Context: an optimization exercise on an open-source flow, tuned for small area, a short achievable clock period and few clock cycles per item. The choices shown serve that exercise and are no tape-out recipe. Only simulation tests tie the RTL to the original design; equivalence was not proved.

==> build 31: inputs <==
==> flow/design.v (excerpt) <==
module alpha_compositor (
    input  wire         clk,
    input  wire         rst,         
    input  wire         cmd_valid,
    output wire         cmd_ready,
    input  wire [127:0] cmd,
    output reg          rsp_valid,
    input  wire         rsp_ready,
    output wire [47:0]  rsp
);
    function [31:0] csa;
        input [15:0] x;
        input [15:0] y;
        input [15:0] z;
        reg   [15:0] s;
        reg   [15:0] c;
        begin
            s   = x ^ y ^ z;
            c   = (x & y) | (x & z) | (y & z);
            csa = {c[14:0], 1'b0, s};
        end
    endfunction
    function [15:0] wsum;
        input [9:0] F;
        input [9:0] B;
        input [5:0] a;
        reg   [15:0] r0, r1, r2, r3, r4, r5;
        reg   [31:0] t1, t2, t3, t4;
        begin
            r0 = {6'd0, a[0] ? F : B};
            r1 = {5'd0, a[1] ? F : B, 1'd0};
            r2 = {4'd0, a[2] ? F : B, 2'd0};
            r3 = {3'd0, a[3] ? F : B, 3'd0};
            r4 = {2'd0, a[4] ? F : B, 4'd0};
            r5 = {1'd0, a[5] ? F : B, 5'd0};
            t1 = csa(r0, r1, r2);
            t2 = csa(r3, r4, r5);
  ...
==> module ac_isqrt10, before the edit <==
module ac_isqrt10(n, r);
  input [9:0] n;
  wire [9:0] n;
  output [4:0] r;
  wire [4:0] r;
  wire n0;
  wire n1;
  wire n10;
  wire n11;
  wire n12;
  wire n13;
  wire n14;
  wire n15;
  wire n16;
  wire n17;
  wire n18;
  wire n19;
  wire n2;
  wire n20;
  wire n21;
  wire n22;
  wire n23;
  wire n24;
  wire n25;
  wire n26;
  wire n27;
  wire n28;
  wire n29;
  wire n3;
  wire n30;
  wire n31;
  wire n32;
  wire n33;
  wire n34;
  wire n35;
  wire n36;
  wire n37;
  wire n38;
  wire n39;
  wire n4;
  wire n40;
  wire n41;
  wire n42;
  wire n43;
  wire n44;
  wire n45;
  wire n46;
  wire n47;
  wire n48;
  wire n49;
  wire n5;
  wire n50;
  wire n51;
  wire n6;
  wire n7;
  wire n8;
  wire n9;
  assign n43 = ~((n44 & n47) | (n0 & n17));
  assign n42 = n12 | ~(n13);
  assign n41 = r[1] & ~(n42);
  assign n40 = n41 ^ n10;
  assign n39 = ~((n40 | n36) & (n0 | n17));
  assign n38 = n9 ? n19 : n3;
  assign n37 = ~((n40 & n36) | n38);
  assign r[0] = ~((n39 | n43) & n37);
  assign n36 = ~(n[8] | n[9]);
  assign r[4] = ~n36;
  assign n35 = ~n[7];
  assign n34 = ~n[9];
  assign n33 = ~(n[8] | n[6]);
  assign r[3] = ~((n33 & n35) | (n[8] & n34));
  assign n32 = ~(n[5] | n[4]);
  assign n31 = n[7] ? n34 : n33;
  assign n30 = n[8] & n[9];
  assign n29 = ~(n30 | n31);
  assign n28 = n32 & ~(n[6]);
  assign n27 = n33 ^ n35;
  assign n26 = n[9] & ~(n27);
  assign n25 = ~n26;
  assign r[2] = ~((n25 & n28) | n29);
  assign n24 = r[2] & n32;
  assign n23 = ~(n[8] & n[6]);
  assign n22 = n28 & ~(n34);
  assign n21 = n31 | ~(n33);
  assign n20 = n21 & ~(n22);
  assign n19 = ~((n23 | n24) & n20);
  assign n18 = ~(n19 | n36);
  assign n17 = ~r[3];
  assign n16 = ~n29;
  assign n15 = ~(n[3] | n[2]);
  assign n14 = n[4] ? n16 : n15;
  assign n13 = n17 | ~(n14);
  assign n12 = n17 & ~(n14);
  assign n11 = r[2] & ~(n[4]);
  assign n10 = n11 ^ n[5];
  assign n9 = ~((n10 | n12) & n13);
  assign n8 = n[9] | ~(n[7]);
  assign n7 = n28 & ~(n8);
  assign n6 = n33 | n35;
  assign n5 = n32 | n[8];
  assign n4 = ~((n5 | n6) & (n25 | n28));
  assign n3 = n4 | n7;
  assign n2 = ~((n22 & n35) | n3);
  assign r[1] = ~((n9 | n18) & n2);
  assign n1 = r[1] ? n15 : r[2];
  assign n0 = n1 ^ n[4];
  assign n51 = r[1] & ~(n[3]);
  assign n50 = ~n[3];
  assign n49 = ~n15;
  assign n48 = r[1] ? n49 : n50;
  assign n47 = ~((n51 | r[2]) & n48);
  assign n46 = n[0] | n[2];
  assign n45 = ~(n46 | n[1]);
  assign n44 = ~((n48 | r[2]) & n45);
endmodule
Settings: LEC_CHECK=0, ABC_AREA=1, CAP_MARGIN=20, CORE_MARGIN=2, CORE_UTILIZATION=60, CTS_CLUSTER_DIAMETER=100, CTS_CLUSTER_SIZE=30, PLACE_DENSITY=0.8, SLEW_MARGIN=70; clock period 33.0 ns.
standard.sh (not shown) runs the stock make flow with config.mk's settings and CLKGATE_MAP_FILE= SYNTH_SCRIPT=/design/flow/synth_recipe.tcl, a recipe that flattens the netlist after the stock synthesis.
==> flow/flow/run.sh <==
#!/bin/bash
# The standard layout, with sky130_fd_sc_hd__buf_1 as the buffer that
# buffer_ports puts on every input and output port.
set -euo pipefail
export BUFFER_PORTS_ARGS="-buffer_cell sky130_fd_sc_hd__buf_1"
bash standard.sh > standard_flow.log 2>&1
==> trial 11: changes against build 31 <==
==> flow/flow/run.sh (replaced) <==
#!/bin/bash
# The standard layout, with sky130_fd_sc_hd__buf_2 as the buffer that
# buffer_ports puts on every input and output port.
set -euo pipefail
export BUFFER_PORTS_ARGS="-buffer_cell sky130_fd_sc_hd__buf_2"
bash standard.sh > standard_flow.log 2>&1
- PLACE_DENSITY: 0.8 -> not set
==> trial 4: changes against build 31 <==
--- a/flow/design.v
+++ b/flow/design.v
@@ -628,79 +628,57 @@
   wire n39;
   wire n4;
   wire n40;
-  wire n41;
-  wire n42;
-  wire n43;
-  wire n44;
-  wire n45;
-  wire n46;
-  wire n47;
-  wire n48;
-  wire n49;
   wire n5;
-  wire n50;
-  wire n51;
   wire n6;
   wire n7;
   wire n8;
   wire n9;
-  assign n43 = ~((n44 & n47) | (n0 & n17));
-  assign n42 = n12 | ~(n13);
-  assign n41 = r[1] & ~(n42);
-  assign n40 = n41 ^ n10;
-  assign n39 = ~((n40 | n36) & (n0 | n17));
-  assign n38 = n9 ? n19 : n3;
-  assign n37 = ~((n40 & n36) | n38);
-  assign r[0] = ~((n39 | n43) & n37);
-  assign n36 = ~(n[8] | n[9]);
-  assign r[4] = ~n36;
-  assign n35 = ~n[7];
-  assign n34 = ~n[9];
-  assign n33 = ~(n[8] | n[6]);
-  assign r[3] = ~((n33 & n35) | (n[8] & n34));
-  assign n32 = ~(n[5] | n[4]);
-  assign n31 = n[7] ? n34 : n33;
-  assign n30 = n[8] & n[9];
-  assign n29 = ~(n30 | n31);
-  assign n28 = n32 & ~(n[6]);
-  assign n27 = n33 ^ n35;
-  assign n26 = n[9] & ~(n27);
-  assign n25 = ~n26;
-  assign r[2] = ~((n25 & n28) | n29);
-  assign n24 = r[2] & n32;
-  assign n23 = ~(n[8] & n[6]);
-  assign n22 = n28 & ~(n34);
-  assign n21 = n31 | ~(n33);
-  assign n20 = n21 & ~(n22);
-  assign n19 = ~((n23 | n24) & n20);
-  assign n18 = ~(n19 | n36);
-  assign n17 = ~r[3];
-  assign n16 = ~n29;
-  assign n15 = ~(n[3] | n[2]);
-  assign n14 = n[4] ? n16 : n15;
-  assign n13 = n17 | ~(n14);
-  assign n12 = n17 & ~(n14);
-  assign n11 = r[2] & ~(n[4]);
-  assign n10 = n11 ^ n[5];
-  assign n9 = ~((n10 | n12) & n13);
-  assign n8 = n[9] | ~(n[7]);
-  assign n7 = n28 & ~(n8);
-  assign n6 = n33 | n35;
-  assign n5 = n32 | n[8];
-  assign n4 = ~((n5 | n6) & (n25 | n28));
-  assign n3 = n4 | n7;
-  assign n2 = ~((n22 & n35) | n3);
-  assign r[1] = ~((n9 | n18) & n2);
-  assign n1 = r[1] ? n15 : r[2];
-  assign n0 = n1 ^ n[4];
-  assign n51 = r[1] & ~(n[3]);
-  assign n50 = ~n[3];
-  assign n49 = ~n15;
-  assign n48 = r[1] ? n49 : n50;
-  assign n47 = ~((n51 | r[2]) & n48);
-  assign n46 = n[0] | n[2];
-  assign n45 = ~(n46 | n[1]);
-  assign n44 = ~((n48 | r[2]) & n45);
+  assign n25 = ~n[8];
+  assign n24 = ~(n[8] | n[7]);
+  assign n23 = n[6] | ~(n24);
+  assign n22 = ~((n25 | n[9]) & n23);
+  assign r[3] = ~n22;
+  assign n21 = ~((n25 | n[7]) & n[9]);
+  assign n20 = n[4] | n[6];
+  assign n19 = n20 | n[5];
+  assign n18 = n21 & ~(n19);
+  assign n17 = ~(n[9] | n[7]);
+  assign n16 = n18 & ~(n17);
+  assign n15 = n[9] & n[6];
+  assign n14 = n15 ^ n24;
+  assign n13 = n21 | ~(n14);
+  assign n12 = ~n[3];
+  assign n11 = n[2] | n[4];
+  assign n10 = n12 & ~(n11);
+  assign n9 = n10 | ~(n[5]);
+  assign n8 = ~n[7];
+  assign n7 = n[9] ? n25 : n8;
+  assign r[2] = ~((n7 & n23) | n18);
+  assign n6 = r[2] ^ r[3];
+  assign n5 = n[5] | ~(n10);
+  assign n4 = n24 | n[6];
+  assign n3 = n[9] ? n[7] : n4;
+  assign n2 = ~(n3 & n5);
+  assign n1 = ~((n6 & n9) | n2);
+  assign n0 = n13 & ~(n1);
+  assign r[1] = n16 | ~(n0);
+  assign n40 = n[0] | n[2];
+  assign n39 = ~(n40 | n[1]);
+  assign n38 = ~(n39 & n12);
+  assign n37 = n0 ^ r[2];
+  assign n36 = ~n[4];
+  assign n35 = ~((n39 | n12) & (n6 | n36));
+  assign n34 = ~((n37 & n38) | n35);
+  assign n33 = ~(n6 & n36);
+  assign n32 = r[4] & ~(n17);
+  assign n31 = n[9] ^ n[6];
+  assign n30 = ~((n31 | n36) & (n32 | n24));
+  assign n29 = ~((n30 & n[5]) | (n33 & n14));
+  assign n28 = ~(r[1] & n13);
+  assign n27 = n14 ? n[5] : n3;
+  assign n26 = ~((n27 & n28) | n16);
+  assign r[0] = ~((n29 | n34) & n26);
+  assign r[4] = n[8] | n[9];
 endmodule
 module ac_uv_angle(f0, th);
   input [15:0] f0;
- PLACE_DENSITY: 0.8 -> not set
==> build 67: changes against build 31 <==
- CORE_UTILIZATION: 60 -> 70
- PLACE_DENSITY: 0.8 -> not set
==> qor summary <==
| metric | trial 4 | trial 11 | build 67 | build 31 |
|---|---|---|---|---|
| Outcome | no timing/DRC/antenna violations | no timing/DRC/antenna violations | no timing/DRC/antenna violations | no timing/DRC/antenna violations |
| Via count of the routed design | 16917 | 16818 | 17625 | 17028 |
| Clock Skew | 0.05915 ns | 0.06019 ns | 0.04763 ns | 0.04818 ns |
| Clock buffer count from CTS | 13 | 12 | 12 | 12 |
| Detailed route wirelength on metal2 | 25700 um | 24190 um | 25030 um | 24690 um |
| Synth Area in Adders | 0.1933 | 0.1956 | 0.1956 | 0.1956 |
| Fin nets | 2869 | 2905 | 2911 | 2911 |
| Max stage delay on crit path | 0.50 ns | 0.50 ns | 0.52 ns | 0.51 ns |
| Post-route met1 wirelength | 20430 um | 19910 um | 19090 um | 20230 um |
| Ant diodes | 0 | 1 | 3 | 0 |
| Layout filler cell count | 2543 | 2605 | 1844 | 2531 |
| Area fraction of the dominant cell type after synthesis | 0.1549 | 0.1533 | 0.1533 | 0.1533 |
| Min Hold Slack | 0.4208 ns | 0.4332 ns | 0.4187 ns | 0.4345 ns |
| Synthesized cell area | 17640 um^2 | 17820 um^2 | 17820 um^2 | 17820 um^2 |
| Antenna violations before repair | 1 | 1 | 1 | 0 |
| R2R Setup Slk | 25.86 ns | 25.78 ns | 25.75 ns | 25.82 ns |
| Minimum clock period after layout | 7.755 ns | 7.767 ns | 7.784 ns | 7.768 ns |
| Reg2reg end | res0[15]$_SDFFCE_PP0P_ | res0[14]$_SDFFCE_PP0P_ | res0[10]$_SDFFCE_PP0P_ | res0[12]$_SDFFCE_PP0P_ |
| Routed length per instance | 18.00 um | 17.19 um | 18.36 um | 17.51 um |
Testbench counts of build 31, summed over its fixed seeds: cycles 18,018, items 18,000.
Testbench counts of trial 11, summed over its fixed seeds: cycles 18,018, items 18,000.
Testbench counts of trial 4, summed over its fixed seeds: cycles 18,018, items 18,000.
Testbench counts of build 67, summed over its fixed seeds: cycles 18,018, items 18,000.

[afterwards: timing with drivers on the ports]
The results above use ideal ports. As a check the final layouts listed here were re-extracted and re-timed, cells and wires unchanged.
Step 1 assumes that a clkbuf_16 drives the clock port and a buf_2 every other input.
Step 2 moves the port delays by t, midway between the first and last clock arrival at a register: inputs arrive t later, outputs are due t later. That takes back most of the time a late clock gives input paths.
Three values: ideal ports, drivers, drivers and shift; two values: the first two.
run	shift t [ns]	slack for setup (ns)	slew at the worst register clock pin (ns)
build 31	0.550	25.232 / 25.175 / 24.748	0.12 / 0.12
trial 11	0.546	25.233 / 25.177 / 24.944	0.11 / 0.11
trial 4	0.532	25.245 / 25.204 / 24.944	0.11 / 0.11
build 67	0.536	25.216 / 25.173 / 24.813	0.11 / 0.11
After both steps every run listed still meets setup and hold. For build 31, which loses most, drivers alone change the setup slack by -0.057 ns; drivers and shift together by -0.484 ns.
